What follows belongs to an exercise in optimizing a design on an open flow for small area, a short achievable clock period and few clock cycles per item; a production flow would make more cautious choices. Where RTL was checked, it was by simulation tests only, not by an equivalence proof against the original. Power and IR drop assume default switching activity.

garnet:
// rle_codec
module rle_codec (
    input  wire        clk,
    input  wire        rst,
    input  wire        enc_in_valid,
    output wire        enc_in_ready,
    input  wire [31:0] enc_in_data,
    input  wire [2:0]  enc_in_bytes,
    input  wire        enc_in_last,
    output wire        enc_out_valid,
    input  wire        enc_out_ready,
    output wire [15:0] enc_out_desc,
    output wire        enc_out_last,
    input  wire        dec_in_valid,
    output wire        dec_in_ready,
    input  wire [15:0] dec_in_desc,
    input  wire        dec_in_last,
    output wire        dec_out_valid,
    input  wire        dec_out_ready,
    output wire [31:0] dec_out_data,
    output wire [2:0]  dec_out_bytes,
    output wire        dec_out_last
);
clock: 6.0 ns
lec_check: 0
cap_margin: 20
core_margin: 2
core_utilization: 40
cts_buf_list: sky130_fd_sc_hd__clkbuf_4 sky130_fd_sc_hd__clkbuf_8
setup_slack_margin: 3.7
slew_margin: 20
standard.sh (not shown) runs the stock make flow with config.mk's settings and CLKGATE_MAP_FILE= SYNTH_SCRIPT=/design/flow/synth_recipe.tcl, a recipe that flattens the netlist after the stock synthesis.
==> flow/flow/run.sh <==
#!/bin/bash
set -euo pipefail
export BUFFER_PORTS_ARGS="-buffer_cell sky130_fd_sc_hd__buf_1"
bash standard.sh > standard_make.log 2>&1
For delta, these inputs were changed with respect to garnet:
diff --git a/flow/design.v b/flow/design.v
--- a/flow/design.v
+++ b/flow/design.v
@@ -13,24 +13,25 @@
 );
     reg        rdy;
     reg [31:0] b_data;
     reg [3:0]  v;
     reg [3:0]  sol;
     reg [3:0]  ev;
     reg        b_last;
     reg        run_act;
     reg        run_bit;
     reg [10:0] run_len;
     reg        at_cap;      
     reg [3:0]  cap;         
+    reg        oc;          
     assign in_ready = rdy;
     wire in_fire  = in_valid && rdy;
     wire out_free = !out_valid || out_ready;
     function [8:0] inc9;
         input [8:0] x;
         integer k;
         begin
             inc9[0] = ~x[0];
             for (k = 1; k < 9; k = k + 1)
                 inc9[k] = x[k] ^ (&(x | ~((9'd1 << k) - 9'd1)));
         end
     endfunction
@@ -40,42 +41,42 @@
     endfunction
     wire [31:0] n_data  = in_data;
     wire [2:0]  n_bytes = in_bytes;
     wire        n_last  = in_last;
     wire [3:0]  n_v     = (n_bytes == 3'd1) ? 4'b0001 :
                           (n_bytes == 3'd2) ? 4'b0011 :
                           (n_bytes == 3'd3) ? 4'b0111 : 4'b1111;
     wire [3:0]  n_sol, n_bt, n_ev;
     genvar g;
     generate
         for (g = 0; g < 4; g = g + 1) begin : cls
             wire [7:0] b = n_data[31 - 8 * g -: 8];
-            assign n_sol[g] = (b == 8'h00) || (b == 8'hFF);
+            wire hz = ~|b[7:4], hf = &b[7:4], lz = ~|b[3:0], lf = &b[3:0];
+            assign n_sol[g] = (hz && lz) || (hf && lf);
             assign n_bt[g]  = b[7];
         end
         for (g = 0; g < 3; g = g + 1) begin : brk
             wire same = n_sol[g + 1] && (n_bt[g + 1] == n_bt[g]);
             assign n_ev[g] = !n_sol[g] || (n_v[g + 1] ? !same : n_last);
         end
     endgenerate
     assign n_ev[3] = !n_sol[3] || n_last;
     wire [3:0] bt    = {b_data[7], b_data[15], b_data[23], b_data[31]};
     wire [3:0] first = v & ~{v[2:0], 1'b0};
     wire [3:0] lastv = v & ~{1'b0, v[3:1]};
     wire       busy  = |v;
     wire       p_sol = |(first & sol);
     wire       p_bit = |(first & bt);
     wire [7:0] p_byte = ({8{first[0]}} & b_data[31:24]) | ({8{first[1]}} & b_data[23:16]) |
                         ({8{first[2]}} & b_data[15:8])  | ({8{first[3]}} & b_data[7:0]);
-    wire       oc    = v[0] && run_act && (at_cap || !sol[0] || (bt[0] != run_bit));
     wire [3:0] evr   = ev & v;
     wire [3:0] evc   = (ev | cap) & v;
     wire [3:0] f1c   = first_of(evc);
     wire [3:0] f1r   = first_of(evr);
     wire [3:0] le1   = {~|f1c[2:0], ~|f1c[1:0], ~f1c[0], 1'b1};    
     wire [3:0] ev2   = evr & ~le1;
     wire [3:0] f2r   = first_of(ev2);
     wire       has1c = |evc;
     wire       has1r = |evr;
     wire       has2  = |ev2;
     wire [3:0] stop  = oc ? f1r : f2r;
     wire [3:0] ge_st = {|stop, |stop[2:0], |stop[1:0], stop[0]};
@@ -107,39 +108,40 @@
         case ({l_idx, e_idx})
             4'b01_00, 4'b10_01, 4'b11_10: l_m_e = 2'd1;
             4'b10_00, 4'b11_01:           l_m_e = 2'd2;
             4'b11_00:                     l_m_e = 2'd3;
             default:                      l_m_e = 2'd0;
         endcase
     end
     wire [10:0] len_a = has_st ? (oc ? 11'd0 : {9'h1FF, ~e_idx}) :
                         (oc ? {8'd0, b_cnt} : {9'd0, l_m_e});
     wire       e_raw = !oc && !p_sol;   
     wire       e_last = b_last && !oc && |(f1c & lastv);
     wire       r_bit = run_act ? run_bit : p_bit;
-    wire       ev_last = |(lastv & ev);
-    wire       act_n  = busy ? !ev_last : run_act;
+    wire       act_n  = busy ? (oc || !(|(evc & lastv))) : run_act;
     wire       bit_n  = busy ? |(lastv & bt) : run_bit;
+    wire       atc_n  = busy ? (quiet && near_q && lo_q == 2'd3) : at_cap;
     wire       capish = (busy && near_q) || at_cap || (|cap);
-    wire       oc_n   = act_n && (!n_sol[0] || (n_bt[0] != bit_n));
+    wire       oc_n   = act_n && (atc_n || !n_sol[0] || (n_bt[0] != bit_n));
     wire [3:0] nevc   = n_ev & n_v;
     wire       n_none = !oc_n && nevc == 4'b0000;
     wire       n_one  = oc_n ? (nevc == 4'b0000) : (first_of(nevc) == nevc);
     wire       emit_now = go && !quiet;
     wire       bud_sure = !emit_now && !(out_valid && !out_ready);
     wire       sure   = !capish && (n_none || (SMART && n_one && bud_sure));
     wire       left   = busy && !(go && v_nxt == 4'b0000);
     always @(posedge clk) begin
         if (rst) begin
             rdy       <= 1'b1;
+            oc        <= 1'b0;
             v         <= 4'b0000;
             run_act   <= 1'b0;
             run_len   <= 11'd0;
             at_cap    <= 1'b0;
             cap       <= 4'b0000;
             out_valid <= 1'b0;
         end else begin
             if (out_valid && out_ready)
                 out_valid <= 1'b0;
             if (go) begin
                 v <= v_nxt;
                 if (quiet) begin
@@ -150,24 +152,25 @@
                                 near_q && lo_q == 2'd2};
                 end else begin
                     out_valid <= 1'b1;
                     run_act <= |absb;
                     run_len <= len_a;
                     at_cap  <= 1'b0;
                     cap     <= 4'b0000;
                 end
             end
             if (in_fire)
                 v <= n_v;
             rdy <= in_fire ? sure : !left;
+            oc  <= in_fire ? oc_n : (oc && !go);
         end
     end
     always @(posedge clk) begin
         if (go) begin
             if (quiet) begin
                 run_bit <= r_bit;
             end else begin
                 out_last <= e_last;
                 if (e_raw)
                     out_desc <= {8'h00, p_byte};
                 else
                     out_desc <= {1'b1, r_bit, 3'b000, oc ? run_len : sum};
==> comparison <==
- Compared with garnet, in delta maximum frequency now sits lower, non-clock inverter count in the final layout now sits higher, area growth from synthesis to layout now sits lower, combinational group power now sits lower, leakage dissipation now sits lower.
- flop to flop as the type of the worst setup path was reported by delta, and input port to flop by garnet.
- Clock power (delta vs. garnet) increases by more than 10%
- Going from garnet to delta, average wire per cell in the routed design lower, worst reg-to-reg path cell count went up by 4.
- Against garnet, delta comes in 1.4 points higher on sequential share of layout area.
- Comparing the two runs side by side, delta comes out behind garnet on max-slew headroom at the worst pin.
No functional check of the RTL was part of any run of this note.

---

rle_codec, a different RTL version from the one above (not shown whole).
For scale: about 150 flip-flops, roughly 120 I/O pins, ~0.0078 mm^2 of cells after synthesis.
==> flow/config.mk <==
export PLATFORM = sky130hd
export DESIGN_NAME = rle_codec
export DESIGN_NICKNAME = rle_codec
export VERILOG_FILES = /design/flow/design.v
export SDC_FILE = /design/flow/constraint.sdc
export NUM_CORES = 4
export LEC_CHECK = 0
export CAP_MARGIN = 20
export CORE_MARGIN = 2
export CORE_UTILIZATION = 45
export CTS_BUF_LIST = sky130_fd_sc_hd__clkbuf_4 sky130_fd_sc_hd__clkbuf_8
export SETUP_SLACK_MARGIN = 3.5
export SLEW_MARGIN = 20
==> flow/constraint.sdc <==
create_clock -name core_clock -period 6.0 [get_ports {clk}]
set_input_delay 1.2000 -clock core_clock [delete_from_list [all_inputs] [get_ports {clk}]]
set_output_delay 1.2000 -clock core_clock [all_outputs]
set_load 0.01 [all_outputs]
Scripts as last shown in full above: flow/flow/run.sh
Testbench counts at the start, summed over its fixed seeds: cycles 28,756, bytes 104,336.
Rerun with:
--- a/flow/design.v
+++ b/flow/design.v
@@ -8,26 +8,27 @@
     input  wire        in_last,    
     output reg         out_valid,
     input  wire        out_ready,
     output reg  [15:0] out_desc,
     output reg         out_last
 );
-    reg        rdy;
+    reg        rdy;         
+    reg        nrdy;        
     reg [31:0] b_data;
     reg [3:0]  v;
     reg [3:0]  sol;
     reg [3:0]  ev;
     reg        b_last;
     reg        run_act;
     reg        run_bit;
     reg [10:0] run_len;
     reg        at_cap;      
     reg [3:0]  cap;         
     reg        oc;          
     assign in_ready = rdy;
-    wire in_fire  = in_valid && rdy;
+    wire in_fire  = in_valid && !nrdy;
     wire out_free = !out_valid || out_ready;
     function [8:0] inc9;
         input [8:0] x;
         integer k;
         begin
             inc9[0] = ~x[0];
@@ -131,12 +132,13 @@
     wire       bud_sure = !emit_now && !(out_valid && !out_ready);
     wire       sure   = !capish && (n_none || (SMART && n_one && bud_sure));
     wire       left   = busy && !(go && v_nxt == 4'b0000);
     always @(posedge clk) begin
         if (rst) begin
             rdy       <= 1'b1;
+            nrdy      <= 1'b0;
             oc        <= 1'b0;
             v         <= 4'b0000;
             run_act   <= 1'b0;
             run_len   <= 11'd0;
             at_cap    <= 1'b0;
             cap       <= 4'b0000;
@@ -159,13 +161,14 @@
                     at_cap  <= 1'b0;
                     cap     <= 4'b0000;
                 end
             end
             if (in_fire)
                 v <= n_v;
-            rdy <= in_fire ? sure : !left;
+            rdy  <= in_fire ? sure : !left;
+            nrdy <= in_fire ? !sure : left;
             oc  <= in_fire ? oc_n : (oc && !go);
         end
     end
     always @(posedge clk) begin
         if (go) begin
             if (quiet) begin
@@ -176,13 +179,13 @@
                     out_desc <= {8'h00, p_byte};
                 else
                     out_desc <= {1'b1, r_bit, 3'b000, oc ? run_len : sum};
                 run_bit <= |(afirst & bt);
             end
         end
-        if (rdy) begin
+        if (!nrdy) begin
             b_data <= n_data;
             sol    <= n_sol;
             ev     <= n_ev;
             b_last <= n_last;
         end
     end
Setup slack gets worse by 0.036 ns.
Global-route usage decreases by 1.2 points.
Clock skew is about the same.
Core utilization decreases by 0.63 points.
Synthesized area increases slightly.
Fmax decreases slightly.
Routed wire length decreases by a few percent.
Critical path depth increases by 2.
Power is about the same.
Count of clock-buffer cells in the layout decreases by 1.
The RTL of the second run of this note was laid out without a check of its function.

## port drivers added, routing unchanged
No port has a modelled driver above. Below, the same layouts with a new extraction and two added sets of constraints. Step 1 sets driving cells, clkbuf_16 on the clock port and buf_2 on the other inputs (assumed; they add their load-dependent delay and slew). Step 2, shift: input delay + t, output delay - t, t = (earliest + latest rising clock arrival at the registers) / 2. This alone moves slack from input paths to output paths. Slacks: ideal ports / drivers / drivers and shift; pairs: ideal ports / drivers.
run	shift t [ns]	setup slack, ns	hold WS [ns]	latest minus earliest clock arrival (ns)
garnet	0.495	3.444 / 3.451 / 2.957	0.468 / 0.468 / 0.468	0.014 / 0.014
delta	0.488	3.335 / 3.335 / 3.008	0.479 / 0.479 / 0.479	0.021 / 0.021
the first run of note 2	0.490	3.534 / 3.534 / 3.112	0.470 / 0.470 / 0.470	0.016 / 0.017
the second run of note 2	0.492	3.498 / 3.517 / 3.025	0.469 / 0.469 / 0.469	0.017 / 0.018
After both steps setup and hold are still met in every run listed. For garnet, which loses most, drivers alone change the setup slack by +0.007 ns; drivers and shift together by -0.487 ns.
